What follows belongs to an exercise in optimizing a design on an open flow for small area, a short achievable clock period and few clock cycles per item; a production flow would make more cautious choices. The RTL was checked by simulation tests, not by an equivalence proof against the original design. Power figures rest on the tool's default switching activity, not on a simulated workload.

<file path="flow/config.mk">
export PLATFORM = sky130hd
export DESIGN_NAME = inav_decoder
export DESIGN_NICKNAME = inav_decoder
export VERILOG_FILES = /design/flow/design.v
export SDC_FILE = /design/flow/constraint.sdc
export NUM_CORES = 4
export LEC_CHECK = 0
export CAP_MARGIN = 20
export CORE_MARGIN = 2
export CORE_UTILIZATION = 40
export CTS_BUF_LIST = sky130_fd_sc_hd__clkbuf_16
export CTS_CLUSTER_DIAMETER = 80
export CTS_CLUSTER_SIZE = 24
export PLACE_DENSITY = 0.6
export SETUP_SLACK_MARGIN = 4.78
export SLEW_MARGIN = 20
export TNS_END_PERCENT = 100
</file>
<file path="flow/constraint.sdc">
create_clock -name core_clock -period 8.0 [get_ports {clk}]
set_input_delay 1.6000 -clock core_clock [delete_from_list [all_inputs] [get_ports {clk}]]
set_output_delay 1.6000 -clock core_clock [all_outputs]
set_load 0.01 [all_outputs]
</file>
<file path="flow/flow/run.sh">
#!/bin/bash
# The standard layout (the standard.sh), with two changes to how it is
# made: ports are buffered with buf_2 (rather than the delay-buffer cell
# buffer_ports picks on its own), and a222oi_1, which has no stronger size
# for timing repair to swap to, is added to the platform's don't-use list.
set -euo pipefail
PLATFORM_DONT_USE="$(sed -n '/^export DONT_USE_CELLS/,/^#/p' "$FLOW_HOME/platforms/sky130hd/config.mk" | grep -o 'sky130_fd_sc_hd__[a-z0-9_]*' | tr '\n' ' ')"
bash standard.sh "BUFFER_PORTS_ARGS=-buffer_cell sky130_fd_sc_hd__buf_2" \
    "DONT_USE_CELLS=${PLATFORM_DONT_USE}sky130_fd_sc_hd__a222oi_1" finish > make_finish.log 2>&1
tail -n 20 make_finish.log
</file>
<file path="flow/design.v">
module inav_decoder (
    input  wire         clk,
    input  wire         rst,         
    input  wire         cmd_valid,
    output wire         cmd_ready,
    input  wire [124:0] cmd,
    output reg          rsp_valid,
    output wire [485:0] rsp
);
    localparam [2:0] ST_OK         = 3'd0;
    localparam [2:0] ST_FRAMING    = 3'd1;
    localparam [2:0] ST_CRC        = 3'd2;
    localparam [2:0] ST_UNKNOWN_WT = 3'd3;
    localparam [2:0] ST_EVEN_BUF   = 3'd4;
    localparam [2:0] ST_RESYNC     = 3'd5;
    localparam [2:0] ST_ILLEGAL    = 3'd7;
    reg          rdy;
    reg          asm_odd;       
    reg  [111:6] evb;           
    reg  [10:1]  evwt;          
    reg          evwt_ok;       
    reg          v1;            
    reg  [3:0]   op1;
    reg  [2:0]   st1;           
    reg          pair1;         
    reg          ev1;           
    reg  [23:0]  syn0, syn1;    
    reg  [15:0]  pd;            
    reg  [3:0]   gt1;           
    assign cmd_ready = rdy;
    wire       accept    = cmd_valid & rdy;
    wire [3:0] op        = cmd[124:121];
    wire       odd       = cmd[120];
    wire       marker_ok = (cmd[119] == odd);
    wire       submit    = (op == 4'h0);
    wire       ev_load   = accept & (cmd[124:119] == 6'd0);    
    wire [10:0] wt_in;
    genvar gi;
    generate
        for (gi = 0; gi <= 10; gi = gi + 1) begin : g_dec
            assign wt_in[gi] = (cmd[117:112] == gi);
        end
    endgenerate
    wire [7:0]  lo = cmd[13:6] & {8{~odd}};
    wire [23:0] syn_in0, syn_in1;
    wire r0x_0 = cmd[60] ^ cmd[92];
    wire r0x_1 = cmd[62] ^ cmd[94];
    wire r0x_2 = cmd[86] ^ cmd[114];
    wire r0x_3 = cmd[64] ^ cmd[96];
    wire r0x_4 = cmd[98] ^ cmd[116];
    wire r0x_5 = cmd[32] ^ cmd[72];
    wire r0x_6 = cmd[40] ^ cmd[84];
    wire r0x_7 = cmd[58] ^ cmd[90];
    wire r0x_8 = cmd[70] ^ cmd[110];
    wire r0x_9 = cmd[56] ^ cmd[88];
    wire r0x_10 = cmd[30] ^ cmd[34];
    wire r0x_11 = cmd[36] ^ cmd[66];
    wire r0x_12 = cmd[38] ^ cmd[42];
    wire r0x_13 = cmd[52] ^ cmd[76];
    wire r0x_14 = cmd[68] ^ cmd[78];
    wire r0x_15 = cmd[102] ^ cmd[108];
    wire r0x_16 = cmd[46] ^ r0x_2;
    wire r0x_17 = cmd[106] ^ r0x_1;
    wire r0x_18 = cmd[48] ^ cmd[104];
    wire r0x_19 = cmd[74] ^ cmd[118];
    wire r0x_20 = cmd[100] ^ cmd[112];
    wire r0x_21 = cmd[54] ^ r0x_0;
    wire r0x_22 = r0x_3 ^ r0x_7;
    wire r0x_23 = cmd[50] ^ r0x_4;
    wire r0x_24 = r0x_8 ^ r0x_21;
    wire r0x_25 = cmd[80] ^ cmd[82];
    wire r0x_26 = cmd[44] ^ r0x_6;
    wire r0x_27 = r0x_5 ^ r0x_9;
    wire r0x_28 = cmd[68] ^ r0x_10;
    wire r0x_29 = cmd[72] ^ r0x_15;
    wire r0x_30 = cmd[82] ^ r0x_11;
    wire r0x_31 = cmd[104] ^ r0x_14;
    wire r0x_32 = cmd[114] ^ r0x_13;
    wire r0x_33 = cmd[30] ^ cmd[46];
    wire r0x_34 = cmd[44] ^ cmd[110];
    wire r0x_35 = cmd[106] ^ cmd[112];
    wire r0x_36 = cmd[32] ^ r0x_0;
    wire r0x_37 = cmd[66] ^ r0x_13;
    wire r0x_38 = cmd[70] ^ r0x_20;
    wire r0x_39 = cmd[80] ^ r0x_12;
    wire r0x_40 = cmd[118] ^ r0x_10;
    wire r0x_41 = r0x_1 ^ r0x_18;
    wire r0x_42 = r0x_2 ^ r0x_19;
    wire r0x_43 = r0x_9 ^ r0x_14;
    wire r0x_44 = cmd[86] ^ r0x_17;
    wire r0x_45 = r0x_16 ^ r0x_22;
    wire r0x_46 = r0x_16 ^ r0x_23;
    wire r0x_47 = cmd[36] ^ cmd[116];
    wire r0x_48 = cmd[42] ^ cmd[82];
    wire r0x_49 = cmd[48] ^ cmd[64];
    wire r0x_50 = cmd[50] ^ cmd[78];
    wire r0x_51 = cmd[52] ^ cmd[100];
    wire r0x_52 = cmd[74] ^ cmd[88];
    wire r0x_53 = cmd[80] ^ cmd[90];
    wire r0x_54 = cmd[84] ^ cmd[98];
    wire r0x_55 = cmd[106] ^ cmd[108];
    wire r0x_56 = cmd[108] ^ cmd[112];
    wire r0x_57 = cmd[30] ^ r0x_4;
    wire r0x_58 = cmd[34] ^ r0x_34;
    wire r0x_59 = cmd[38] ^ r0x_19;
    wire r0x_60 = cmd[40] ^ r0x_8;
    wire r0x_61 = cmd[42] ^ r0x_15;
    wire r0x_62 = cmd[62] ^ r0x_5;
    wire r0x_63 = cmd[94] ^ r0x_25;
    wire r0x_64 = cmd[98] ^ r0x_0;
    wire r0x_65 = r0x_4 ^ r0x_11;
    wire r0x_66 = r0x_6 ^ r0x_7;
    wire r0x_67 = r0x_18 ^ r0x_33;
    wire r0x_68 = r0x_5 ^ r0x_37;
    wire r0x_69 = r0x_16 ^ r0x_26;
    wire r0x_70 = r0x_17 ^ r0x_29;
    wire r0x_71 = r0x_20 ^ r0x_32;
    wire r0x_72 = r0x_22 ^ r0x_42;
    wire r0x_73 = r0x_23 ^ r0x_27;
    wire r0x_74 = r0x_27 ^ r0x_41;
    wire r0x_75 = r0x_36 ^ r0x_40;
    wire r0x_76 = cmd[48] ^ cmd[50];
    wire r0x_77 = cmd[102] ^ lo[0];
    wire r0x_78 = r0x_8 ^ r0x_35;
    wire r0x_79 = r0x_76 ^ r0x_37;
    wire r0x_80 = r0x_77 ^ r0x_78;
    wire r0x_81 = r0x_69 ^ r0x_75;
    wire r0x_82 = r0x_79 ^ r0x_80;
    wire r0x_83 = r0x_81 ^ r0x_82;
    wire r0x_84 = cmd[40] ^ cmd[76];
    wire r0x_85 = r0x_20 ^ r0x_34;
    wire r0x_86 = r0x_52 ^ r0x_84;
    wire r0x_87 = r0x_21 ^ r0x_30;
    wire r0x_88 = r0x_57 ^ r0x_85;
    wire r0x_89 = r0x_86 ^ r0x_45;
    wire r0x_90 = r0x_87 ^ r0x_88;
    wire r0x_91 = r0x_89 ^ r0x_90;
    wire r0x_92 = lo[2] ^ r0x_19;
    wire r0x_93 = r0x_48 ^ r0x_54;
    wire r0x_94 = r0x_31 ^ r0x_38;
    wire r0x_95 = r0x_92 ^ r0x_93;
    wire r0x_96 = r0x_45 ^ r0x_70;
    wire r0x_97 = r0x_94 ^ r0x_95;
    wire r0x_98 = r0x_96 ^ r0x_97;
    wire r0x_99 = cmd[44] ^ cmd[90];
    wire r0x_100 = r0x_10 ^ r0x_12;
    wire r0x_101 = r0x_51 ^ r0x_99;
    wire r0x_102 = r0x_23 ^ r0x_43;
    wire r0x_103 = r0x_60 ^ r0x_100;
    wire r0x_104 = r0x_101 ^ r0x_44;
    wire r0x_105 = r0x_102 ^ r0x_103;
    wire r0x_106 = r0x_104 ^ r0x_105;
    wire r0x_107 = cmd[36] ^ cmd[54];
    wire r0x_108 = cmd[70] ^ lo[4];
    wire r0x_109 = r0x_25 ^ r0x_35;
    wire r0x_110 = r0x_107 ^ r0x_29;
    wire r0x_111 = r0x_66 ^ r0x_67;
    wire r0x_112 = r0x_108 ^ r0x_109;
    wire r0x_113 = r0x_110 ^ r0x_111;
    wire r0x_114 = r0x_112 ^ r0x_113;
    wire r0x_115 = cmd[60] ^ r0x_8;
    wire r0x_116 = r0x_25 ^ r0x_42;
    wire r0x_117 = r0x_57 ^ r0x_61;
    wire r0x_118 = r0x_115 ^ r0x_68;
    wire r0x_119 = r0x_116 ^ r0x_117;
    wire r0x_120 = r0x_118 ^ r0x_119;
    wire r0x_121 = cmd[54] ^ cmd[76];
    wire r0x_122 = lo[6] ^ r0x_11;
    wire r0x_123 = r0x_12 ^ r0x_20;
    wire r0x_124 = r0x_55 ^ r0x_121;
    wire r0x_125 = r0x_22 ^ r0x_26;
    wire r0x_126 = r0x_67 ^ r0x_122;
    wire r0x_127 = r0x_123 ^ r0x_124;
    wire r0x_128 = r0x_73 ^ r0x_125;
    wire r0x_129 = r0x_126 ^ r0x_127;
    wire r0x_130 = r0x_128 ^ r0x_129;
    wire r0x_131 = r0x_6 ^ r0x_11;
    wire r0x_132 = r0x_31 ^ r0x_40;
    wire r0x_133 = r0x_62 ^ r0x_64;
    wire r0x_134 = r0x_131 ^ r0x_45;
    wire r0x_135 = r0x_132 ^ r0x_133;
    wire r0x_136 = r0x_134 ^ r0x_135;
    wire r0x_137 = cmd[14] ^ cmd[108];
    wire r0x_138 = cmd[116] ^ r0x_3;
    wire r0x_139 = r0x_12 ^ r0x_137;
    wire r0x_140 = r0x_30 ^ r0x_43;
    wire r0x_141 = r0x_138 ^ r0x_139;
    wire r0x_142 = r0x_24 ^ r0x_69;
    wire r0x_143 = r0x_140 ^ r0x_141;
    wire r0x_144 = r0x_142 ^ r0x_143;
    wire r0x_145 = cmd[34] ^ cmd[68];
    wire r0x_146 = cmd[70] ^ cmd[100];
    wire r0x_147 = r0x_49 ^ r0x_52;
    wire r0x_148 = r0x_145 ^ r0x_146;
    wire r0x_149 = r0x_36 ^ r0x_39;
    wire r0x_150 = r0x_65 ^ r0x_147;
    wire r0x_151 = r0x_148 ^ r0x_44;
    wire r0x_152 = r0x_149 ^ r0x_150;
    wire r0x_153 = r0x_151 ^ r0x_152;
    wire r0x_154 = cmd[16] ^ cmd[102];
    wire r0x_155 = r0x_0 ^ r0x_7;
    wire r0x_156 = r0x_154 ^ r0x_17;
    wire r0x_157 = r0x_28 ^ r0x_32;
    wire r0x_158 = r0x_39 ^ r0x_155;
    wire r0x_159 = r0x_73 ^ r0x_156;
    wire r0x_160 = r0x_157 ^ r0x_158;
    wire r0x_161 = r0x_159 ^ r0x_160;
    wire r0x_162 = cmd[58] ^ cmd[112];
    wire r0x_163 = r0x_1 ^ r0x_162;
    wire r0x_164 = r0x_28 ^ r0x_29;
    wire r0x_165 = r0x_59 ^ r0x_163;
    wire r0x_166 = r0x_24 ^ r0x_46;
    wire r0x_167 = r0x_164 ^ r0x_165;
    wire r0x_168 = r0x_166 ^ r0x_167;
    wire r0x_169 = cmd[18] ^ cmd[88];
    wire r0x_170 = r0x_15 ^ r0x_18;
    wire r0x_171 = r0x_50 ^ r0x_169;
    wire r0x_172 = r0x_17 ^ r0x_26;
    wire r0x_173 = r0x_64 ^ r0x_170;
    wire r0x_174 = r0x_171 ^ r0x_172;
    wire r0x_175 = r0x_173 ^ r0x_174;
    wire r0x_176 = cmd[60] ^ r0x_3;
    wire r0x_177 = r0x_19 ^ r0x_47;
    wire r0x_178 = r0x_60 ^ r0x_176;
    wire r0x_179 = r0x_177 ^ r0x_71;
    wire r0x_180 = r0x_74 ^ r0x_178;
    wire r0x_181 = r0x_179 ^ r0x_180;
    wire r0x_182 = cmd[20] ^ cmd[66];
    wire r0x_183 = cmd[76] ^ cmd[114];
    wire r0x_184 = r0x_3 ^ r0x_53;
    wire r0x_185 = r0x_182 ^ r0x_183;
    wire r0x_186 = r0x_26 ^ r0x_38;
    wire r0x_187 = r0x_41 ^ r0x_61;
    wire r0x_188 = r0x_184 ^ r0x_185;
    wire r0x_189 = r0x_75 ^ r0x_186;
    wire r0x_190 = r0x_187 ^ r0x_188;
    wire r0x_191 = r0x_189 ^ r0x_190;
    wire r0x_192 = cmd[48] ^ cmd[78];
    wire r0x_193 = cmd[84] ^ cmd[88];
    wire r0x_194 = r0x_12 ^ r0x_192;
    wire r0x_195 = r0x_193 ^ r0x_30;
    wire r0x_196 = r0x_32 ^ r0x_38;
    wire r0x_197 = r0x_62 ^ r0x_194;
    wire r0x_198 = r0x_195 ^ r0x_196;
    wire r0x_199 = r0x_197 ^ r0x_198;
    wire r0x_200 = cmd[22] ^ cmd[42];
    wire r0x_201 = cmd[92] ^ cmd[102];
    wire r0x_202 = r0x_3 ^ r0x_5;
    wire r0x_203 = r0x_200 ^ r0x_201;
    wire r0x_204 = r0x_17 ^ r0x_30;
    wire r0x_205 = r0x_31 ^ r0x_58;
    wire r0x_206 = r0x_202 ^ r0x_203;
    wire r0x_207 = r0x_46 ^ r0x_204;
    wire r0x_208 = r0x_205 ^ r0x_206;
    wire r0x_209 = r0x_207 ^ r0x_208;
    wire r0x_210 = cmd[116] ^ r0x_14;
    wire r0x_211 = r0x_33 ^ r0x_35;
    wire r0x_212 = r0x_49 ^ r0x_53;
    wire r0x_213 = r0x_59 ^ r0x_210;
    wire r0x_214 = r0x_211 ^ r0x_212;
    wire r0x_215 = r0x_24 ^ r0x_68;
    wire r0x_216 = r0x_213 ^ r0x_214;
    wire r0x_217 = r0x_215 ^ r0x_216;
    wire r0x_218 = cmd[24] ^ cmd[38];
    wire r0x_219 = cmd[118] ^ r0x_2;
    wire r0x_220 = r0x_13 ^ r0x_18;
    wire r0x_221 = r0x_55 ^ r0x_218;
    wire r0x_222 = r0x_28 ^ r0x_63;
    wire r0x_223 = r0x_66 ^ r0x_219;
    wire r0x_224 = r0x_220 ^ r0x_221;
    wire r0x_225 = r0x_24 ^ r0x_222;
    wire r0x_226 = r0x_223 ^ r0x_224;
    wire r0x_227 = r0x_225 ^ r0x_226;
    wire r0x_228 = cmd[80] ^ cmd[92];
    wire r0x_229 = r0x_6 ^ r0x_228;
    wire r0x_230 = r0x_22 ^ r0x_43;
    wire r0x_231 = r0x_65 ^ r0x_229;
    wire r0x_232 = r0x_70 ^ r0x_71;
    wire r0x_233 = r0x_230 ^ r0x_231;
    wire r0x_234 = r0x_232 ^ r0x_233;
    wire r0x_235 = cmd[26] ^ cmd[96];
    wire r0x_236 = r0x_6 ^ r0x_47;
    wire r0x_237 = r0x_48 ^ r0x_50;
    wire r0x_238 = r0x_56 ^ r0x_235;
    wire r0x_239 = r0x_27 ^ r0x_236;
    wire r0x_240 = r0x_237 ^ r0x_238;
    wire r0x_241 = r0x_24 ^ r0x_44;
    wire r0x_242 = r0x_239 ^ r0x_240;
    wire r0x_243 = r0x_241 ^ r0x_242;
    wire r0x_244 = cmd[66] ^ cmd[100];
    wire r0x_245 = r0x_4 ^ r0x_12;
    wire r0x_246 = r0x_15 ^ r0x_244;
    wire r0x_247 = r0x_31 ^ r0x_63;
    wire r0x_248 = r0x_245 ^ r0x_246;
    wire r0x_249 = r0x_24 ^ r0x_72;
    wire r0x_250 = r0x_247 ^ r0x_248;
    wire r0x_251 = r0x_249 ^ r0x_250;
    wire r0x_252 = cmd[28] ^ cmd[52];
    wire r0x_253 = cmd[72] ^ r0x_1;
    wire r0x_254 = r0x_9 ^ r0x_54;
    wire r0x_255 = r0x_56 ^ r0x_252;
    wire r0x_256 = r0x_39 ^ r0x_58;
    wire r0x_257 = r0x_253 ^ r0x_254;
    wire r0x_258 = r0x_255 ^ r0x_72;
    wire r0x_259 = r0x_256 ^ r0x_257;
    wire r0x_260 = r0x_258 ^ r0x_259;
    wire r0x_261 = cmd[96] ^ r0x_25;
    wire r0x_262 = r0x_51 ^ r0x_28;
    wire r0x_263 = r0x_261 ^ r0x_46;
    wire r0x_264 = r0x_74 ^ r0x_262;
    wire r0x_265 = r0x_263 ^ r0x_264;
    assign syn_in0[0] = r0x_83;
    assign syn_in0[1] = r0x_91;
    assign syn_in0[2] = r0x_98;
    assign syn_in0[3] = r0x_106;
    assign syn_in0[4] = r0x_114;
    assign syn_in0[5] = r0x_120;
    assign syn_in0[6] = r0x_130;
    assign syn_in0[7] = r0x_136;
    assign syn_in0[8] = r0x_144;
    assign syn_in0[9] = r0x_153;
    assign syn_in0[10] = r0x_161;
    assign syn_in0[11] = r0x_168;
    assign syn_in0[12] = r0x_175;
    assign syn_in0[13] = r0x_181;
    assign syn_in0[14] = r0x_191;
    assign syn_in0[15] = r0x_199;
    assign syn_in0[16] = r0x_209;
    assign syn_in0[17] = r0x_217;
    assign syn_in0[18] = r0x_227;
    assign syn_in0[19] = r0x_234;
    assign syn_in0[20] = r0x_243;
    assign syn_in0[21] = r0x_251;
    assign syn_in0[22] = r0x_260;
    assign syn_in0[23] = r0x_265;
    wire r1x_0 = cmd[61] ^ cmd[93];
    wire r1x_1 = cmd[63] ^ cmd[95];
    wire r1x_2 = cmd[97] ^ cmd[115];
    wire r1x_3 = cmd[39] ^ cmd[83];
    wire r1x_4 = cmd[41] ^ cmd[85];
    wire r1x_5 = cmd[57] ^ cmd[89];
    wire r1x_6 = cmd[59] ^ cmd[91];
    wire r1x_7 = cmd[65] ^ cmd[67];
    wire r1x_8 = cmd[71] ^ cmd[111];
    wire r1x_9 = cmd[55] ^ cmd[87];
    wire r1x_10 = cmd[69] ^ cmd[109];
    wire r1x_11 = cmd[105] ^ r1x_0;
    wire r1x_12 = cmd[35] ^ cmd[119];
    wire r1x_13 = cmd[43] ^ cmd[49];
    wire r1x_14 = cmd[77] ^ cmd[101];
    wire r1x_15 = cmd[113] ^ cmd[117];
    wire r1x_16 = r1x_2 ^ r1x_7;
    wire r1x_17 = cmd[31] ^ cmd[47];
    wire r1x_18 = cmd[51] ^ cmd[75];
    wire r1x_19 = cmd[53] ^ cmd[107];
    wire r1x_20 = cmd[99] ^ r1x_1;
    wire r1x_21 = cmd[37] ^ cmd[79];
    wire r1x_22 = cmd[81] ^ cmd[103];
    wire r1x_23 = r1x_6 ^ r1x_10;
    wire r1x_24 = r1x_8 ^ r1x_9;
    wire r1x_25 = cmd[33] ^ cmd[73];
    wire r1x_26 = cmd[45] ^ r1x_4;
    wire r1x_27 = r1x_5 ^ r1x_15;
    wire r1x_28 = r1x_12 ^ r1x_18;
    wire r1x_29 = r1x_3 ^ r1x_11;
    wire r1x_30 = r1x_13 ^ r1x_14;
    wire r1x_31 = r1x_19 ^ r1x_23;
    wire r1x_32 = cmd[33] ^ cmd[71];
    wire r1x_33 = cmd[45] ^ cmd[111];
    wire r1x_34 = cmd[69] ^ cmd[83];
    wire r1x_35 = cmd[77] ^ cmd[81];
    wire r1x_36 = cmd[79] ^ cmd[107];
    wire r1x_37 = cmd[97] ^ cmd[107];
    wire r1x_38 = cmd[31] ^ r1x_22;
    wire r1x_39 = cmd[37] ^ r1x_9;
    wire r1x_40 = cmd[87] ^ r1x_17;
    wire r1x_41 = r1x_4 ^ r1x_21;
    wire r1x_42 = r1x_15 ^ r1x_17;
    wire r1x_43 = r1x_0 ^ r1x_24;
    wire r1x_44 = r1x_11 ^ r1x_26;
    wire r1x_45 = r1x_20 ^ r1x_27;
    wire r1x_46 = cmd[35] ^ cmd[51];
    wire r1x_47 = cmd[41] ^ cmd[99];
    wire r1x_48 = cmd[43] ^ cmd[117];
    wire r1x_49 = cmd[47] ^ cmd[103];
    wire r1x_50 = cmd[51] ^ cmd[109];
    wire r1x_51 = cmd[65] ^ cmd[85];
    wire r1x_52 = cmd[81] ^ cmd[105];
    wire r1x_53 = cmd[91] ^ cmd[113];
    wire r1x_54 = cmd[101] ^ cmd[119];
    wire r1x_55 = cmd[113] ^ cmd[115];
    wire r1x_56 = cmd[43] ^ r1x_1;
    wire r1x_57 = cmd[47] ^ r1x_3;
    wire r1x_58 = cmd[53] ^ r1x_25;
    wire r1x_59 = cmd[61] ^ r1x_8;
    wire r1x_60 = cmd[73] ^ r1x_14;
    wire r1x_61 = cmd[101] ^ r1x_5;
    wire r1x_62 = cmd[109] ^ r1x_32;
    wire r1x_63 = r1x_2 ^ r1x_46;
    wire r1x_64 = r1x_3 ^ r1x_55;
    wire r1x_65 = r1x_5 ^ r1x_10;
    wire r1x_66 = r1x_13 ^ r1x_19;
    wire r1x_67 = cmd[49] ^ r1x_20;
    wire r1x_68 = cmd[67] ^ r1x_30;
    wire r1x_69 = r1x_6 ^ r1x_16;
    wire r1x_70 = r1x_16 ^ r1x_24;
    wire r1x_71 = r1x_20 ^ r1x_28;
    wire r1x_72 = r1x_23 ^ r1x_54;
    wire r1x_73 = r1x_25 ^ r1x_41;
    wire r1x_74 = r1x_28 ^ r1x_59;
    wire r1x_75 = r1x_33 ^ r1x_42;
    wire r1x_76 = r1x_34 ^ r1x_40;
    wire r1x_77 = r1x_38 ^ r1x_62;
    wire r1x_78 = r1x_29 ^ r1x_70;
    wire r1x_79 = r1x_31 ^ r1x_45;
    wire r1x_80 = cmd[117] ^ r1x_52;
    wire r1x_81 = r1x_58 ^ r1x_61;
    wire r1x_82 = r1x_63 ^ r1x_80;
    wire r1x_83 = r1x_67 ^ r1x_76;
    wire r1x_84 = r1x_81 ^ r1x_82;
    wire r1x_85 = r1x_83 ^ r1x_84;
    wire r1x_86 = cmd[67] ^ cmd[119];
    wire r1x_87 = lo[1] ^ r1x_8;
    wire r1x_88 = r1x_22 ^ r1x_34;
    wire r1x_89 = r1x_37 ^ r1x_86;
    wire r1x_90 = r1x_60 ^ r1x_87;
    wire r1x_91 = r1x_88 ^ r1x_89;
    wire r1x_92 = r1x_44 ^ r1x_45;
    wire r1x_93 = r1x_90 ^ r1x_91;
    wire r1x_94 = r1x_92 ^ r1x_93;
    wire r1x_95 = cmd[75] ^ cmd[83];
    wire r1x_96 = cmd[89] ^ r1x_0;
    wire r1x_97 = r1x_14 ^ r1x_47;
    wire r1x_98 = r1x_95 ^ r1x_39;
    wire r1x_99 = r1x_96 ^ r1x_97;
    wire r1x_100 = r1x_69 ^ r1x_75;
    wire r1x_101 = r1x_98 ^ r1x_99;
    wire r1x_102 = r1x_100 ^ r1x_101;
    wire r1x_103 = cmd[79] ^ lo[3];
    wire r1x_104 = r1x_6 ^ r1x_51;
    wire r1x_105 = r1x_27 ^ r1x_28;
    wire r1x_106 = r1x_66 ^ r1x_103;
    wire r1x_107 = r1x_104 ^ r1x_77;
    wire r1x_108 = r1x_105 ^ r1x_106;
    wire r1x_109 = r1x_107 ^ r1x_108;
    wire r1x_110 = cmd[41] ^ cmd[45];
    wire r1x_111 = cmd[91] ^ r1x_2;
    wire r1x_112 = r1x_8 ^ r1x_13;
    wire r1x_113 = r1x_25 ^ r1x_36;
    wire r1x_114 = r1x_52 ^ r1x_110;
    wire r1x_115 = r1x_57 ^ r1x_111;
    wire r1x_116 = r1x_112 ^ r1x_113;
    wire r1x_117 = r1x_114 ^ r1x_115;
    wire r1x_118 = r1x_116 ^ r1x_117;
    wire r1x_119 = cmd[101] ^ cmd[103];
    wire r1x_120 = lo[5] ^ r1x_4;
    wire r1x_121 = r1x_32 ^ r1x_119;
    wire r1x_122 = r1x_39 ^ r1x_63;
    wire r1x_123 = r1x_120 ^ r1x_121;
    wire r1x_124 = r1x_122 ^ r1x_123;
    wire r1x_125 = r1x_79 ^ r1x_124;
    wire r1x_126 = cmd[97] ^ cmd[105];
    wire r1x_127 = r1x_1 ^ r1x_49;
    wire r1x_128 = r1x_126 ^ r1x_65;
    wire r1x_129 = r1x_127 ^ r1x_68;
    wire r1x_130 = r1x_74 ^ r1x_128;
    wire r1x_131 = r1x_129 ^ r1x_130;
    wire r1x_132 = cmd[35] ^ lo[7];
    wire r1x_133 = r1x_7 ^ r1x_35;
    wire r1x_134 = r1x_26 ^ r1x_39;
    wire r1x_135 = r1x_56 ^ r1x_64;
    wire r1x_136 = r1x_132 ^ r1x_133;
    wire r1x_137 = r1x_31 ^ r1x_134;
    wire r1x_138 = r1x_135 ^ r1x_136;
    wire r1x_139 = r1x_137 ^ r1x_138;
    wire r1x_140 = cmd[63] ^ cmd[69];
    wire r1x_141 = cmd[99] ^ r1x_12;
    wire r1x_142 = r1x_140 ^ r1x_11;
    wire r1x_143 = r1x_40 ^ r1x_141;
    wire r1x_144 = r1x_69 ^ r1x_73;
    wire r1x_145 = r1x_142 ^ r1x_143;
    wire r1x_146 = r1x_144 ^ r1x_145;
    wire r1x_147 = cmd[15] ^ r1x_21;
    wire r1x_148 = r1x_48 ^ r1x_16;
    wire r1x_149 = r1x_26 ^ r1x_57;
    wire r1x_150 = r1x_65 ^ r1x_147;
    wire r1x_151 = r1x_43 ^ r1x_148;
    wire r1x_152 = r1x_149 ^ r1x_150;
    wire r1x_153 = r1x_151 ^ r1x_152;
    wire r1x_154 = cmd[37] ^ cmd[43];
    wire r1x_155 = cmd[57] ^ cmd[71];
    wire r1x_156 = cmd[73] ^ r1x_17;
    wire r1x_157 = r1x_18 ^ r1x_19;
    wire r1x_158 = r1x_154 ^ r1x_155;
    wire r1x_159 = r1x_16 ^ r1x_156;
    wire r1x_160 = r1x_157 ^ r1x_158;
    wire r1x_161 = r1x_29 ^ r1x_159;
    wire r1x_162 = r1x_160 ^ r1x_161;
    wire r1x_163 = cmd[17] ^ cmd[87];
    wire r1x_164 = r1x_6 ^ r1x_37;
    wire r1x_165 = r1x_49 ^ r1x_163;
    wire r1x_166 = r1x_30 ^ r1x_164;
    wire r1x_167 = r1x_165 ^ r1x_29;
    wire r1x_168 = r1x_166 ^ r1x_167;
    wire r1x_169 = cmd[39] ^ cmd[59];
    wire r1x_170 = cmd[73] ^ cmd[103];
    wire r1x_171 = cmd[115] ^ r1x_10;
    wire r1x_172 = r1x_169 ^ r1x_170;
    wire r1x_173 = r1x_42 ^ r1x_171;
    wire r1x_174 = r1x_172 ^ r1x_43;
    wire r1x_175 = r1x_71 ^ r1x_173;
    wire r1x_176 = r1x_174 ^ r1x_175;
    wire r1x_177 = cmd[19] ^ cmd[89];
    wire r1x_178 = cmd[103] ^ r1x_36;
    wire r1x_179 = r1x_50 ^ r1x_177;
    wire r1x_180 = r1x_178 ^ r1x_179;
    wire r1x_181 = r1x_44 ^ r1x_67;
    wire r1x_182 = r1x_180 ^ r1x_181;
    wire r1x_183 = cmd[37] ^ cmd[65];
    wire r1x_184 = cmd[113] ^ r1x_35;
    wire r1x_185 = r1x_47 ^ r1x_183;
    wire r1x_186 = r1x_184 ^ r1x_185;
    wire r1x_187 = r1x_74 ^ r1x_76;
    wire r1x_188 = r1x_186 ^ r1x_187;
    wire r1x_189 = cmd[21] ^ r1x_1;
    wire r1x_190 = r1x_12 ^ r1x_53;
    wire r1x_191 = r1x_16 ^ r1x_30;
    wire r1x_192 = r1x_189 ^ r1x_190;
    wire r1x_193 = r1x_44 ^ r1x_77;
    wire r1x_194 = r1x_191 ^ r1x_192;
    wire r1x_195 = r1x_193 ^ r1x_194;
    wire r1x_196 = cmd[63] ^ cmd[71];
    wire r1x_197 = cmd[85] ^ cmd[89];
    wire r1x_198 = r1x_21 ^ r1x_196;
    wire r1x_199 = r1x_197 ^ r1x_58;
    wire r1x_200 = r1x_64 ^ r1x_198;
    wire r1x_201 = r1x_68 ^ r1x_199;
    wire r1x_202 = r1x_200 ^ r1x_201;
    wire r1x_203 = cmd[23] ^ cmd[93];
    wire r1x_204 = r1x_7 ^ r1x_21;
    wire r1x_205 = r1x_33 ^ r1x_203;
    wire r1x_206 = r1x_38 ^ r1x_61;
    wire r1x_207 = r1x_66 ^ r1x_204;
    wire r1x_208 = r1x_205 ^ r1x_206;
    wire r1x_209 = r1x_207 ^ r1x_208;
    wire r1x_210 = r1x_5 ^ r1x_14;
    wire r1x_211 = r1x_36 ^ r1x_53;
    wire r1x_212 = r1x_210 ^ r1x_211;
    wire r1x_213 = r1x_71 ^ r1x_212;
    wire r1x_214 = r1x_78 ^ r1x_213;
    wire r1x_215 = cmd[25] ^ cmd[31];
    wire r1x_216 = cmd[49] ^ cmd[95];
    wire r1x_217 = cmd[115] ^ r1x_4;
    wire r1x_218 = r1x_12 ^ r1x_35;
    wire r1x_219 = r1x_215 ^ r1x_216;
    wire r1x_220 = r1x_24 ^ r1x_217;
    wire r1x_221 = r1x_218 ^ r1x_219;
    wire r1x_222 = r1x_29 ^ r1x_31;
    wire r1x_223 = r1x_220 ^ r1x_221;
    wire r1x_224 = r1x_222 ^ r1x_223;
    wire r1x_225 = cmd[93] ^ r1x_22;
    wire r1x_226 = r1x_16 ^ r1x_41;
    wire r1x_227 = r1x_60 ^ r1x_225;
    wire r1x_228 = r1x_226 ^ r1x_227;
    wire r1x_229 = r1x_79 ^ r1x_228;
    wire r1x_230 = cmd[27] ^ cmd[83];
    wire r1x_231 = r1x_37 ^ r1x_50;
    wire r1x_232 = r1x_230 ^ r1x_27;
    wire r1x_233 = r1x_56 ^ r1x_231;
    wire r1x_234 = r1x_43 ^ r1x_73;
    wire r1x_235 = r1x_232 ^ r1x_233;
    wire r1x_236 = r1x_234 ^ r1x_235;
    wire r1x_237 = cmd[75] ^ cmd[79];
    wire r1x_238 = cmd[95] ^ cmd[99];
    wire r1x_239 = r1x_22 ^ r1x_48;
    wire r1x_240 = r1x_237 ^ r1x_238;
    wire r1x_241 = r1x_239 ^ r1x_240;
    wire r1x_242 = r1x_72 ^ r1x_241;
    wire r1x_243 = r1x_78 ^ r1x_242;
    wire r1x_244 = cmd[29] ^ cmd[33];
    wire r1x_245 = cmd[105] ^ r1x_3;
    wire r1x_246 = r1x_13 ^ r1x_18;
    wire r1x_247 = r1x_51 ^ r1x_244;
    wire r1x_248 = r1x_245 ^ r1x_246;
    wire r1x_249 = r1x_247 ^ r1x_72;
    wire r1x_250 = r1x_75 ^ r1x_248;
    wire r1x_251 = r1x_249 ^ r1x_250;
    assign syn_in1[0] = r1x_85;
    assign syn_in1[1] = r1x_94;
    assign syn_in1[2] = r1x_102;
    assign syn_in1[3] = r1x_109;
    assign syn_in1[4] = r1x_118;
    assign syn_in1[5] = r1x_125;
    assign syn_in1[6] = r1x_131;
    assign syn_in1[7] = r1x_139;
    assign syn_in1[8] = r1x_146;
    assign syn_in1[9] = r1x_153;
    assign syn_in1[10] = r1x_162;
    assign syn_in1[11] = r1x_168;
    assign syn_in1[12] = r1x_176;
    assign syn_in1[13] = r1x_182;
    assign syn_in1[14] = r1x_188;
    assign syn_in1[15] = r1x_195;
    assign syn_in1[16] = r1x_202;
    assign syn_in1[17] = r1x_209;
    assign syn_in1[18] = r1x_214;
    assign syn_in1[19] = r1x_224;
    assign syn_in1[20] = r1x_229;
    assign syn_in1[21] = r1x_236;
    assign syn_in1[22] = r1x_243;
    assign syn_in1[23] = r1x_251;
    reg [2:0] st_in;
    always @(*) begin
        case (op)
            4'h0:    st_in = !marker_ok ? ST_FRAMING :
                             !odd ? (asm_odd ? ST_RESYNC : ST_EVEN_BUF) :
                             ST_FRAMING;
            4'h1, 4'h4, 4'h5, 4'h6, 4'h7, 4'h8, 4'h9, 4'hA, 4'hB:
                     st_in = ST_OK;
            default: st_in = ST_ILLEGAL;
        endcase
    end
    always @(posedge clk) begin
        rdy   <= ~rst;
        v1    <= accept & ~rst;
        op1   <= op;
        st1   <= st_in;
        pair1 <= submit & marker_ok & odd & asm_odd;
        ev1   <= submit & marker_ok & ~odd;
        syn0  <= syn_in0;
        syn1  <= syn_in1;
        pd    <= cmd[117:102];
        gt1   <= {op == 4'hB, op == 4'hA, op == 4'h9, op == 4'h8};
        if (ev_load) begin
            evb     <= cmd[111:6];
            evwt    <= wt_in[10:1];
            evwt_ok <= (cmd[117:112] <= 6'd10);
        end
        if (rst || (accept && op == 4'h1))
            asm_odd <= 1'b0;
        else if (accept && submit && marker_ok)
            asm_odd <= ~odd;
    end
    reg  [23:0]  evsyn;         
    wire [23:0]  sab = syn0 ^ syn1;
    wire [23:0]  syn_x;
    wire tx_0 = sab[0] ^ sab[1];
    wire tx_1 = sab[2] ^ sab[3];
    wire tx_2 = sab[21] ^ sab[23];
    wire tx_3 = sab[11] ^ sab[22];
    wire tx_4 = sab[8] ^ sab[10];
    wire tx_5 = sab[9] ^ sab[12];
    wire tx_6 = sab[18] ^ tx_0;
    wire tx_7 = sab[20] ^ tx_1;
    wire tx_8 = sab[6] ^ tx_2;
    wire tx_9 = sab[7] ^ sab[15];
    wire tx_10 = sab[14] ^ sab[16];
    wire tx_11 = sab[4] ^ sab[19];
    wire tx_12 = sab[5] ^ tx_4;
    wire tx_13 = sab[17] ^ tx_5;
    wire tx_14 = tx_3 ^ tx_7;
    wire tx_15 = sab[13] ^ tx_6;
    wire tx_16 = sab[13] ^ tx_8;
    wire tx_17 = sab[0] ^ sab[4];
    wire tx_18 = sab[1] ^ sab[19];
    wire tx_19 = sab[2] ^ tx_9;
    wire tx_20 = sab[7] ^ tx_1;
    wire tx_21 = sab[14] ^ tx_11;
    wire tx_22 = tx_0 ^ tx_10;
    wire tx_23 = sab[15] ^ tx_8;
    wire tx_24 = tx_2 ^ tx_13;
    wire tx_25 = tx_3 ^ tx_6;
    wire tx_26 = sab[17] ^ tx_14;
    wire tx_27 = tx_12 ^ tx_15;
    wire tx_28 = sab[3] ^ sab[6];
    wire tx_29 = sab[4] ^ sab[8];
    wire tx_30 = sab[5] ^ sab[10];
    wire tx_31 = sab[6] ^ sab[22];
    wire tx_32 = sab[8] ^ sab[13];
    wire tx_33 = sab[10] ^ sab[11];
    wire tx_34 = sab[17] ^ sab[23];
    wire tx_35 = sab[12] ^ tx_9;
    wire tx_36 = tx_4 ^ tx_10;
    wire tx_37 = tx_9 ^ tx_32;
    wire tx_38 = sab[7] ^ tx_22;
    wire tx_39 = sab[16] ^ tx_20;
    wire tx_40 = sab[21] ^ tx_21;
    wire tx_41 = tx_13 ^ tx_29;
    wire tx_42 = sab[12] ^ tx_16;
    wire tx_43 = tx_5 ^ tx_14;
    wire tx_44 = tx_11 ^ tx_25;
    wire tx_45 = sab[8] ^ sab[16];
    wire tx_46 = tx_17 ^ tx_45;
    wire tx_47 = tx_46 ^ tx_42;
    wire tx_48 = sab[5] ^ sab[22];
    wire tx_49 = tx_48 ^ tx_8;
    wire tx_50 = tx_38 ^ tx_41;
    wire tx_51 = tx_49 ^ tx_50;
    wire tx_52 = sab[9] ^ tx_31;
    wire tx_53 = tx_34 ^ tx_19;
    wire tx_54 = tx_52 ^ tx_53;
    wire tx_55 = tx_27 ^ tx_54;
    wire tx_56 = tx_5 ^ tx_33;
    wire tx_57 = tx_20 ^ tx_56;
    wire tx_58 = tx_15 ^ tx_40;
    wire tx_59 = tx_57 ^ tx_58;
    wire tx_60 = tx_10 ^ tx_18;
    wire tx_61 = tx_30 ^ tx_60;
    wire tx_62 = tx_14 ^ tx_23;
    wire tx_63 = tx_61 ^ tx_62;
    wire tx_64 = sab[0] ^ tx_37;
    wire tx_65 = tx_64 ^ tx_26;
    wire tx_66 = sab[9] ^ sab[14];
    wire tx_67 = tx_28 ^ tx_66;
    wire tx_68 = tx_67 ^ tx_15;
    wire tx_69 = tx_18 ^ tx_19;
    wire tx_70 = tx_36 ^ tx_69;
    wire tx_71 = tx_42 ^ tx_70;
    wire tx_72 = sab[9] ^ tx_10;
    wire tx_73 = tx_37 ^ tx_72;
    wire tx_74 = tx_73 ^ tx_26;
    wire tx_75 = sab[3] ^ sab[15];
    wire tx_76 = sab[18] ^ tx_17;
    wire tx_77 = tx_75 ^ tx_36;
    wire tx_78 = tx_76 ^ tx_24;
    wire tx_79 = tx_77 ^ tx_78;
    wire tx_80 = sab[19] ^ tx_12;
    wire tx_81 = tx_13 ^ tx_23;
    wire tx_82 = tx_25 ^ tx_80;
    wire tx_83 = tx_81 ^ tx_82;
    wire tx_84 = sab[2] ^ sab[7];
    wire tx_85 = sab[9] ^ sab[20];
    wire tx_86 = sab[21] ^ tx_4;
    wire tx_87 = tx_84 ^ tx_85;
    wire tx_88 = tx_86 ^ tx_87;
    wire tx_89 = tx_88 ^ tx_44;
    wire tx_90 = tx_2 ^ tx_18;
    wire tx_91 = tx_12 ^ tx_90;
    wire tx_92 = tx_91 ^ tx_43;
    wire tx_93 = sab[10] ^ tx_17;
    wire tx_94 = tx_93 ^ tx_16;
    wire tx_95 = tx_43 ^ tx_94;
    wire tx_96 = tx_3 ^ tx_28;
    wire tx_97 = tx_12 ^ tx_96;
    wire tx_98 = tx_38 ^ tx_97;
    wire tx_99 = sab[6] ^ sab[11];
    wire tx_100 = sab[23] ^ tx_0;
    wire tx_101 = tx_99 ^ tx_19;
    wire tx_102 = tx_100 ^ tx_41;
    wire tx_103 = tx_101 ^ tx_102;
    wire tx_104 = tx_5 ^ tx_39;
    wire tx_105 = tx_27 ^ tx_104;
    wire tx_106 = sab[19] ^ tx_1;
    wire tx_107 = tx_33 ^ tx_22;
    wire tx_108 = tx_106 ^ tx_24;
    wire tx_109 = tx_107 ^ tx_108;
    wire tx_110 = sab[16] ^ tx_4;
    wire tx_111 = tx_6 ^ tx_110;
    wire tx_112 = tx_23 ^ tx_111;
    wire tx_113 = tx_26 ^ tx_112;
    wire tx_114 = tx_24 ^ tx_39;
    wire tx_115 = tx_44 ^ tx_114;
    wire tx_116 = sab[12] ^ sab[22];
    wire tx_117 = tx_11 ^ tx_34;
    wire tx_118 = tx_116 ^ tx_7;
    wire tx_119 = tx_117 ^ tx_118;
    wire tx_120 = tx_27 ^ tx_119;
    wire tx_121 = sab[1] ^ sab[5];
    wire tx_122 = sab[9] ^ sab[11];
    wire tx_123 = sab[18] ^ tx_121;
    wire tx_124 = tx_122 ^ tx_7;
    wire tx_125 = tx_21 ^ tx_123;
    wire tx_126 = tx_16 ^ tx_124;
    wire tx_127 = tx_125 ^ tx_126;
    wire tx_128 = tx_30 ^ tx_31;
    wire tx_129 = tx_7 ^ tx_35;
    wire tx_130 = tx_128 ^ tx_40;
    wire tx_131 = tx_129 ^ tx_130;
    wire tx_132 = sab[3] ^ sab[5];
    wire tx_133 = sab[20] ^ tx_3;
    wire tx_134 = tx_132 ^ tx_35;
    wire tx_135 = tx_133 ^ tx_134;
    assign syn_x[0] = tx_47;
    assign syn_x[1] = tx_51;
    assign syn_x[2] = tx_55;
    assign syn_x[3] = tx_59;
    assign syn_x[4] = tx_63;
    assign syn_x[5] = tx_65;
    assign syn_x[6] = tx_68;
    assign syn_x[7] = tx_71;
    assign syn_x[8] = tx_74;
    assign syn_x[9] = tx_79;
    assign syn_x[10] = tx_83;
    assign syn_x[11] = tx_89;
    assign syn_x[12] = tx_92;
    assign syn_x[13] = tx_95;
    assign syn_x[14] = tx_98;
    assign syn_x[15] = tx_103;
    assign syn_x[16] = tx_105;
    assign syn_x[17] = tx_109;
    assign syn_x[18] = tx_113;
    assign syn_x[19] = tx_115;
    assign syn_x[20] = tx_120;
    assign syn_x[21] = tx_127;
    assign syn_x[22] = tx_131;
    assign syn_x[23] = tx_135;
    reg  [119:0] w1;
    reg  [119:0] w2;
    reg  [121:0] w3;
    reg  [119:0] w4;
    reg  [98:0]  w5;
    reg  [118:0] w6;
    reg  [115:0] w7;
    reg  [120:0] w8;
    reg  [121:0] w9;
    reg  [121:0] w10;
    reg  [4:1]   eph_rx;
    reg  [10:7]  alm_rx;
    reg          rx5, rx6;      
    reg          new_eph, new_iono, new_utc, new_alm;
    reg  [2:0]   st2;
    reg          flag2;
    reg  [10:1]  sel0, sel1, sel2, sel3, sel4, sel5, sel6, sel7;    
    wire [121:0] data  = {evb[111:6], pd};    
    wire         crc_ok = (sab == evsyn);
    wire         wt_ok  = evwt_ok;
    wire         acc    = v1 & pair1 & crc_ok & wt_ok;
    wire         clr    = rst | (v1 && op1 == 4'h1);
    wire [10:1] wdec = evwt;
    wire [10:1] we = {10{acc}} & wdec[10:1];
    wire [9:0] iod_d  = data[121:112];
    wire [9:0] iod1_n = wdec[1] ? iod_d : w1[119:110];
    wire [9:0] iod2_n = wdec[2] ? iod_d : w2[119:110];
    wire [9:0] iod3_n = wdec[3] ? iod_d : w3[121:112];
    wire [9:0] iod4_n = wdec[4] ? iod_d : w4[119:110];
    wire [3:0] ioda_d   = data[121:118];
    wire [3:0] ioda7_n  = wdec[7]  ? ioda_d : w7[115:112];
    wire [3:0] ioda8_n  = wdec[8]  ? ioda_d : w8[120:117];
    wire [3:0] ioda9_n  = wdec[9]  ? ioda_d : w9[121:118];
    wire [3:0] ioda10_n = wdec[10] ? ioda_d : w10[121:118];
    wire [4:1]  eph_rx_n = eph_rx | wdec[4:1];
    wire [10:7] alm_rx_n = alm_rx | wdec[10:7];
    wire eph_consistent = (&eph_rx_n) && (iod1_n == iod2_n) &&
                          (iod2_n == iod3_n) && (iod3_n == iod4_n);
    wire slot1_both = alm_rx_n[7] & alm_rx_n[8];
    wire slot2_both = alm_rx_n[8] & alm_rx_n[9];
    wire slot3_both = alm_rx_n[9] & alm_rx_n[10];
    wire slot1_eq   = (ioda7_n == ioda8_n);
    wire slot2_eq   = (ioda8_n == ioda9_n);
    wire slot3_eq   = (ioda9_n == ioda10_n);
    wire slot1_ok   = slot1_both &  slot1_eq;
    wire slot2_ok   = slot2_both &  slot2_eq;
    wire slot3_ok   = slot3_both &  slot3_eq;
    wire slot1_bad  = slot1_both & ~slot1_eq;
    wire slot2_bad  = slot2_both & ~slot2_eq;
    wire slot3_bad  = slot3_both & ~slot3_eq;
    wire alm_any_ok  = (wdec[7] & slot1_ok) | (wdec[8] & (slot1_ok | slot2_ok)) |
                       (wdec[9] & (slot2_ok | slot3_ok)) | (wdec[10] & slot3_ok);
    wire alm_any_bad = (wdec[7] & slot1_bad) | (wdec[8] & (slot1_bad | slot2_bad)) |
                       (wdec[9] & (slot2_bad | slot3_bad)) | (wdec[10] & slot3_bad);
    wire is_eph = wdec[1] | wdec[2] | wdec[3] | wdec[4];
    wire is_alm = wdec[7] | wdec[8] | wdec[9] | wdec[10];
    reg new_sel;
    always @(*) begin
        case (op1[1:0])
            2'd0:    new_sel = new_eph;
            2'd1:    new_sel = new_iono;
            2'd2:    new_sel = new_utc;
            default: new_sel = new_alm;
        endcase
    end
    wire hasnew = (op1[3:2] == 2'b01);
    wire get    = (op1[3:2] == 2'b10);
    wire [10:1] rx    = {alm_rx, rx6, rx5, eph_rx};
    wire [3:0]  gdec  = {op1[1:0] == 2'd3, op1[1:0] == 2'd2, op1[1:0] == 2'd1, op1[1:0] == 2'd0};
    wire [10:1] gsel  = {{4{gdec[3]}}, gdec[2], gdec[1], {4{gdec[0]}}};
    wire [10:1] gsel1 = {{4{gt1[3]}}, gt1[2], gt1[1], {4{gt1[0]}}};
    always @(posedge clk) begin
        if (v1 && ev1)
            evsyn <= syn_x;
        if (we[1])  w1  <= data[121:2];
        if (we[2])  w2  <= data[121:2];
        if (we[3])  w3  <= data[121:0];
        if (we[4])  w4  <= data[121:2];
        if (we[5])  w5  <= data[121:23];
        if (we[6])  w6  <= data[121:3];
        if (we[7])  w7  <= data[121:6];
        if (we[8])  w8  <= data[121:1];
        if (we[9])  w9  <= data[121:0];
        if (we[10]) w10 <= data[121:0];
        if (clr) begin
            eph_rx   <= 4'd0;
            alm_rx   <= 4'd0;
            rx5      <= 1'b0;
            rx6      <= 1'b0;
            new_eph  <= 1'b0;
            new_iono <= 1'b0;
            new_utc  <= 1'b0;
            new_alm  <= 1'b0;
        end else if (v1) begin
            if (acc && is_eph) begin
                eph_rx  <= eph_rx_n;
                new_eph <= eph_consistent;
            end
            if (acc && wdec[5]) begin
                rx5      <= 1'b1;
                new_iono <= 1'b1;
            end
            if (acc && wdec[6]) begin
                rx6     <= 1'b1;
                new_utc <= 1'b1;
            end
            if (acc && is_alm) begin
                alm_rx <= alm_rx_n;
                if (alm_any_ok)
                    new_alm <= 1'b1;
                else if (alm_any_bad)
                    new_alm <= 1'b0;
            end
            if (hasnew) begin
                case (op1[1:0])
                    2'd0: new_eph  <= 1'b0;
                    2'd1: new_iono <= 1'b0;
                    2'd2: new_utc  <= 1'b0;
                    default: new_alm <= 1'b0;
                endcase
            end
        end
        rsp_valid <= v1 & ~rst;
        st2       <= !pair1 ? st1 : !crc_ok ? ST_CRC : !wt_ok ? ST_UNKNOWN_WT : ST_OK;
        flag2     <= hasnew & new_sel;
        sel0       <= {10{get}} & gsel & rx;
        sel1       <= {10{get & v1}} & gsel & rx;
        sel2       <= {10{get & ~rst}} & gsel & rx;
        sel3       <= {10{get & v1 & ~rst}} & gsel & rx;
        sel4       <= gsel1 & rx;
        sel5       <= {10{v1}} & gsel1 & rx;
        sel6       <= {10{~rst}} & gsel1 & rx;
        sel7       <= {10{v1 & ~rst}} & gsel1 & rx;
    end
    wire [119:0] r1;
    wire [119:0] r2;
    wire [121:0] r3;
    wire [119:0] r4;
    wire [98:0]  r5;
    wire [118:0] r6;
    wire [115:0] r7;
    wire [120:0] r8;
    wire [121:0] r9;
    wire [121:0] r10;
    wire [7:0]   s1  = {sel7[1], sel6[1], sel5[1], sel4[1], sel3[1], sel2[1], sel1[1], sel0[1]};
    wire [7:0]   s2  = {sel7[2], sel6[2], sel5[2], sel4[2], sel3[2], sel2[2], sel1[2], sel0[2]};
    wire [7:0]   s3  = {sel7[3], sel6[3], sel5[3], sel4[3], sel3[3], sel2[3], sel1[3], sel0[3]};
    wire [7:0]   s4  = {sel7[4], sel6[4], sel5[4], sel4[4], sel3[4], sel2[4], sel1[4], sel0[4]};
    wire [7:0]   s5  = {sel7[5], sel6[5], sel5[5], sel4[5], sel3[5], sel2[5], sel1[5], sel0[5]};
    wire [7:0]   s6  = {sel7[6], sel6[6], sel5[6], sel4[6], sel3[6], sel2[6], sel1[6], sel0[6]};
    wire [7:0]   s7  = {sel7[7], sel6[7], sel5[7], sel4[7], sel3[7], sel2[7], sel1[7], sel0[7]};
    wire [7:0]   s8  = {sel7[8], sel6[8], sel5[8], sel4[8], sel3[8], sel2[8], sel1[8], sel0[8]};
    wire [7:0]   s9  = {sel7[9], sel6[9], sel5[9], sel4[9], sel3[9], sel2[9], sel1[9], sel0[9]};
    wire [7:0]   s10 = {sel7[10], sel6[10], sel5[10], sel4[10], sel3[10], sel2[10], sel1[10], sel0[10]};
    genvar bi;
    generate
        for (bi = 0; bi < 122; bi = bi + 1) begin : g_rec
            if (bi < 120) assign r1[bi]  = w1[bi]  & s1[bi * 8 / 120];
            if (bi < 120) assign r2[bi]  = w2[bi]  & s2[bi * 8 / 120];
            assign r3[bi] = w3[bi] & s3[bi * 8 / 122];
            if (bi < 120) assign r4[bi]  = w4[bi]  & s4[bi * 8 / 120];
            if (bi < 99)  assign r5[bi]  = w5[bi]  & s5[bi * 8 / 99];
            if (bi < 119) assign r6[bi]  = w6[bi]  & s6[bi * 8 / 119];
            if (bi < 116) assign r7[bi]  = w7[bi]  & s7[bi * 8 / 116];
            if (bi < 121) assign r8[bi]  = w8[bi]  & s8[bi * 8 / 121];
            assign r9[bi]  = w9[bi]  & s9[bi * 8 / 122];
            assign r10[bi] = w10[bi] & s10[bi * 8 / 122];
        end
    endgenerate
    wire [481:0] rec_eph  = {r1, r2, r3, r4};
    wire [98:0]  rec_iono = r5;
    wire [118:0] rec_utc  = r6;
    wire [480:0] rec_alm  = {r7, r8, r9, r10};
    assign rsp = {st2, flag2,
                  rec_eph | {383'd0, rec_iono} | {363'd0, rec_utc} | {1'b0, rec_alm}};
endmodule
</file>
<file path="flow/standard.sh">
#!/bin/bash
# synth_recipe.tcl (not shown) runs the flow's synth.tcl, then flattens the netlist and writes it again
# the make line also repeats each setting of config.mk as NAME=value (left out here)
make -C /OpenROAD-flow-scripts/flow DESIGN_CONFIG=/design/flow/config.mk WORK_HOME=/design/flow/orfs CLKGATE_MAP_FILE= SYNTH_SCRIPT=/design/flow/synth_recipe.tcl "${@:-finish}"
</file>
==> flow_summary.yaml <==
status:
  status: "timing/DRC/antenna clean"
critical_path:
  startpoint: "sel3[4]"
  ff2ff_setup_slack_ns: 4.78
  worstPathRequired_ns: 6.40
  criticalPathCategory: "flop to output port"
  crit_fanout: 8
  crit_chain: "buf_12 -> a22oi_2 -> nand2_1 -> buf_2"
  reg2reg_depth: 7
  cp-end-kind: "output port"
  worstSetupStartpointType: "flop"
  r2r_start: "syn1[1]"
  critPathArrivalTime_ns: 1.71
  r2r-end: "w4[12]"
  slowest_delay_ns: 0.37
  slowest_stage: "dfxtp_4"
drt:
  wl_per_cell_um: 33.0
  dr.pass1.iters: 5
  drtIter0Drc: 4005
  vias: 35100
  antenna_left: 0
  via_per_inst: 5.62
  drc: 0
  drt_wl_total_mm: 207
synthesis:
  syn-num-nets: 3621
  syn_avg_cell_area_um2: 16.8
  synth_area_um2: 58500
  yosys-top-cells-count: "edfxtp_1 (1322), xnor2_1 (528), a22o_1 (362), a22oi_1 (219), nand2_1 (185)"
  ys_seq_area_frac: 0.740
  synth_cells: 3492
  synth.ff_latch_count: 1501
  yosysWarnings: 1
  yosysMostFrequentCell: "edfxtp_1"
  ys.flop_type: "edfxtp_1"
  synth.area.top_cells: "edfxtp_1 (68%), xnor2_1 (7.9%), dfxtp_1 (6.1%)"
  synth_top_area_share: 0.679
  async_reset_ff_frac: 0
  ys_types: 60
  yosysTopAreaCell: "edfxtp_1"
  synth_edf_count: 1322
clock_network:
  root_buffer: "clkbuf_16"
  tritoncts: "built"
  path_clk_slew_ns: 0.10
  clock_sink_count: 1501
  clkLatencyLatePin_ns: 0.72
  htreeDepth: 3
  numCtsBuffers: 78
  postCtsHoldBufs: 0
  clockBufferDepth: 3
cells_and_area:
  ff_latch_area_um2: 43600
  fill_cells: 12200
  finalInstanceArea_um2: 71600
  final_cells: 6259
  areaGrowthSynthToFinish_pct: 22.5
  drive_gt1_frac: 0.310
  multi_input_area_um2: 16100
  nets: 4388
floorplan:
  die_area_um2: 149000
  ios: 616
  initial_core_util: 0.402
  chipHeight_um: 386
  core_um2: 145000
  fp.dieW_um: 386
  num_rows: 140
run:
  max-cap-violations: 0
grt:
  grt_util_met3: 0.0476
  grt_use_total: 0.269
  grt_max_degree: 122
  grt_util_met2: 0.430
  grt_overflow: 0
  grtUsageMet1: 0.374
  busiest_layer: "met2"
  grt_pass1_vias: 34000
  antenna_found_initial: 62
  grt_pass1_wl_mm: 280
timing:
  skew_ns: 0.0439
  drv_slew: 0
  final.min_clock_period_ns: 3.31
  fmax_ghz: 0.302
  worst_slew_pin_slew_ns: 1.17
  slew_headroom: 0.222
  hold_viol_final: 0
  fin_tns_setup_ns: 0
  rsz0062_at_grt: "yes"
  post-route-period-util: 0.414
  finalSetupViolations: 0
placed_design:
  place_area_um2: 63900
  placed_cells: 5914
  port_buffers: 609
  place.gp.congestion: 0.913
  hpwl_mm: 137
hold_path:
  min-delay-start: "new_utc"
  min_path_cells: 1
  min_path_type: "flop to flop"
  whs_endpoint: "new_utc"
pwr:
  vdd_drop_max_mv: 0.449
  p_leak_nw: 25.3
  power.density_nw_per_um2: 302
-- state kept, by name (all words and copies together) (netlist names), 10 cells and up --
register  cells
w9          122
w5           99
sel3         10
w8          121
syn1         24
evb         106
w7          116
w10         122
pd           16
syn0         24
sel7         10
sel4         10
evsyn        24
w4          120
evwt         10
sel6         10
sel0         10
w3          122
sel1         10
w6          119
w1          120
w2          120
sel2         10
sel5         10
-- what timing repair did --
action,CTS,global route
gates cloned,4,2
pin swaps,135,117
buffers inserted,169,7
hold endpoints to repair,0,0
setup endpoints to repair,1245,748
resized for setup,658,162
-- final cells by class --
| class | count | area share |
|---|---|---|
| Sequential cell | 1501 | 0.608 |
| Antenna cell | 22 | 0.000768 |
| Multi-Input combinational cell | 1806 | 0.224 |
| Timing Repair Buffer | 821 | 0.0968 |
| Clock inverter | 60 | 0.00543 |
| Inverter | 51 | 0.00278 |
| Clock buffer | 81 | 0.0283 |
| Tap cell | 1917 | 0.0335 |
-- worst max path at each step --
stage	slack (ns)	depth (start not counted)	endpoint
global route	4.53	8	new_eph
floorplan	3.88	5	evb[100]
detailed placement	3.92	8	new_eph
finish	4.69	4	rsp[56]
global placement	3.94	8	new_eph
CTS	4.61	4	rsp[51]
-- stage by stage --
stage                     hold WS (ns)  utilization  setup WS [ns]  power, mW
final                            0.489        0.493           4.69       21.6
after floorplan                  0.414            -           3.88       15.5
after global routing             0.501        0.493           4.53       22.4
after detailed placement         0.457        0.439           3.92       17.2
after CTS                        0.488        0.486           4.61       21.6
after global placement           0.460        0.439           3.94       17.3
-- critical path, delay by kind of cell, from the launching register on --
| family | cells | cell delay (ns) |
|---|---|---|
| AO/OA/AOI/OAI | 1 | 0.19 |
| buffers and inverters | 2 | 0.30 |
| flip-flops | 1 | 0.37 |
| AND/OR/NAND/NOR | 1 | 0.12 |
-- cells by family after synthesis --
logic type,Yosys count,share of synthesized area
multiplexers,21,0.00389
XOR/XNOR,735,0.123
AND/OR/NAND/NOR,374,0.0278
adder cells (fa/ha/maj),1,0.000214
buffers and inverters,188,0.0124
AO/OA/AOI/OAI,672,0.0929
flip-flops,1501,0.740
-- placed cells by master, fill, tap and decap left out, types with 13 or more instances in the layout --
master / count
a21oi_1: 15
a22o_1: 329
a22o_4: 33
a22oi_1: 19
a22oi_2: 200
buf_12: 74
buf_2: 461
buf_4: 72
buf_6: 179
buf_8: 28
clkbuf_16: 83
dfxtp_1: 96
dfxtp_4: 80
diode_2: 22
edfxtp_1: 1322
inv_1: 91
mux2i_1: 16
nand2_1: 158
nand2_2: 26
nand4_1: 13
nor2_1: 88
nor2b_1: 15
nor3_1: 13
o21ai_0: 16
xnor2_1: 524
xnor2_2: 33
xnor3_1: 25
xor2_1: 137
-- routing by layer --
| metal | share of wire | vias to the layer above |
|---|---|---|
| li1 | - | 14800 |
| met1 | 0.41 | 18400 |
| met2 | 0.47 | 1591 |
| met3 | 0.082 | 278 |
| met4 | 0.029 | 46 |
| met5 | 0.0014 | - |
-- power by group --
| group | total (mW) | internal, mW | switching [mW] |
|---|---|---|---|
| registers | 9.32 | 9.10 | 0.216 |
| logic | 7.81 | 3.73 | 4.08 |
| clock network | 4.47 | 1.90 | 2.57 |
Testbench counts, summed over its fixed seeds: cycles 5,616, items 5,600.

-- static timing again, ports no longer ideal --
In the flow no input, the clock included, has a driving cell. The finished layout below was timed again as built, in two steps.
Step 1 assumes that a clkbuf_16 drives the clock port and a buf_2 every other input.
Step 2 adds t to the input delays and takes it off the output delays; t is the mean of the earliest and latest rising clock arrival at the registers after step 1. Input paths then give back, and output paths get back, about the clock's delay inside the block.
a / b / c = ideal ports / drivers / drivers and shift; a / b = the first two.
t, ns: 0.774
setup slack, ns: 4.685 / 4.612 / 4.019
hold WS [ns]: 0.489 / 0.489 / 0.489
After both steps setup and hold are still met in this run. The setup slack of this run moves by -0.073 ns with the drivers and by -0.666 ns with both steps.
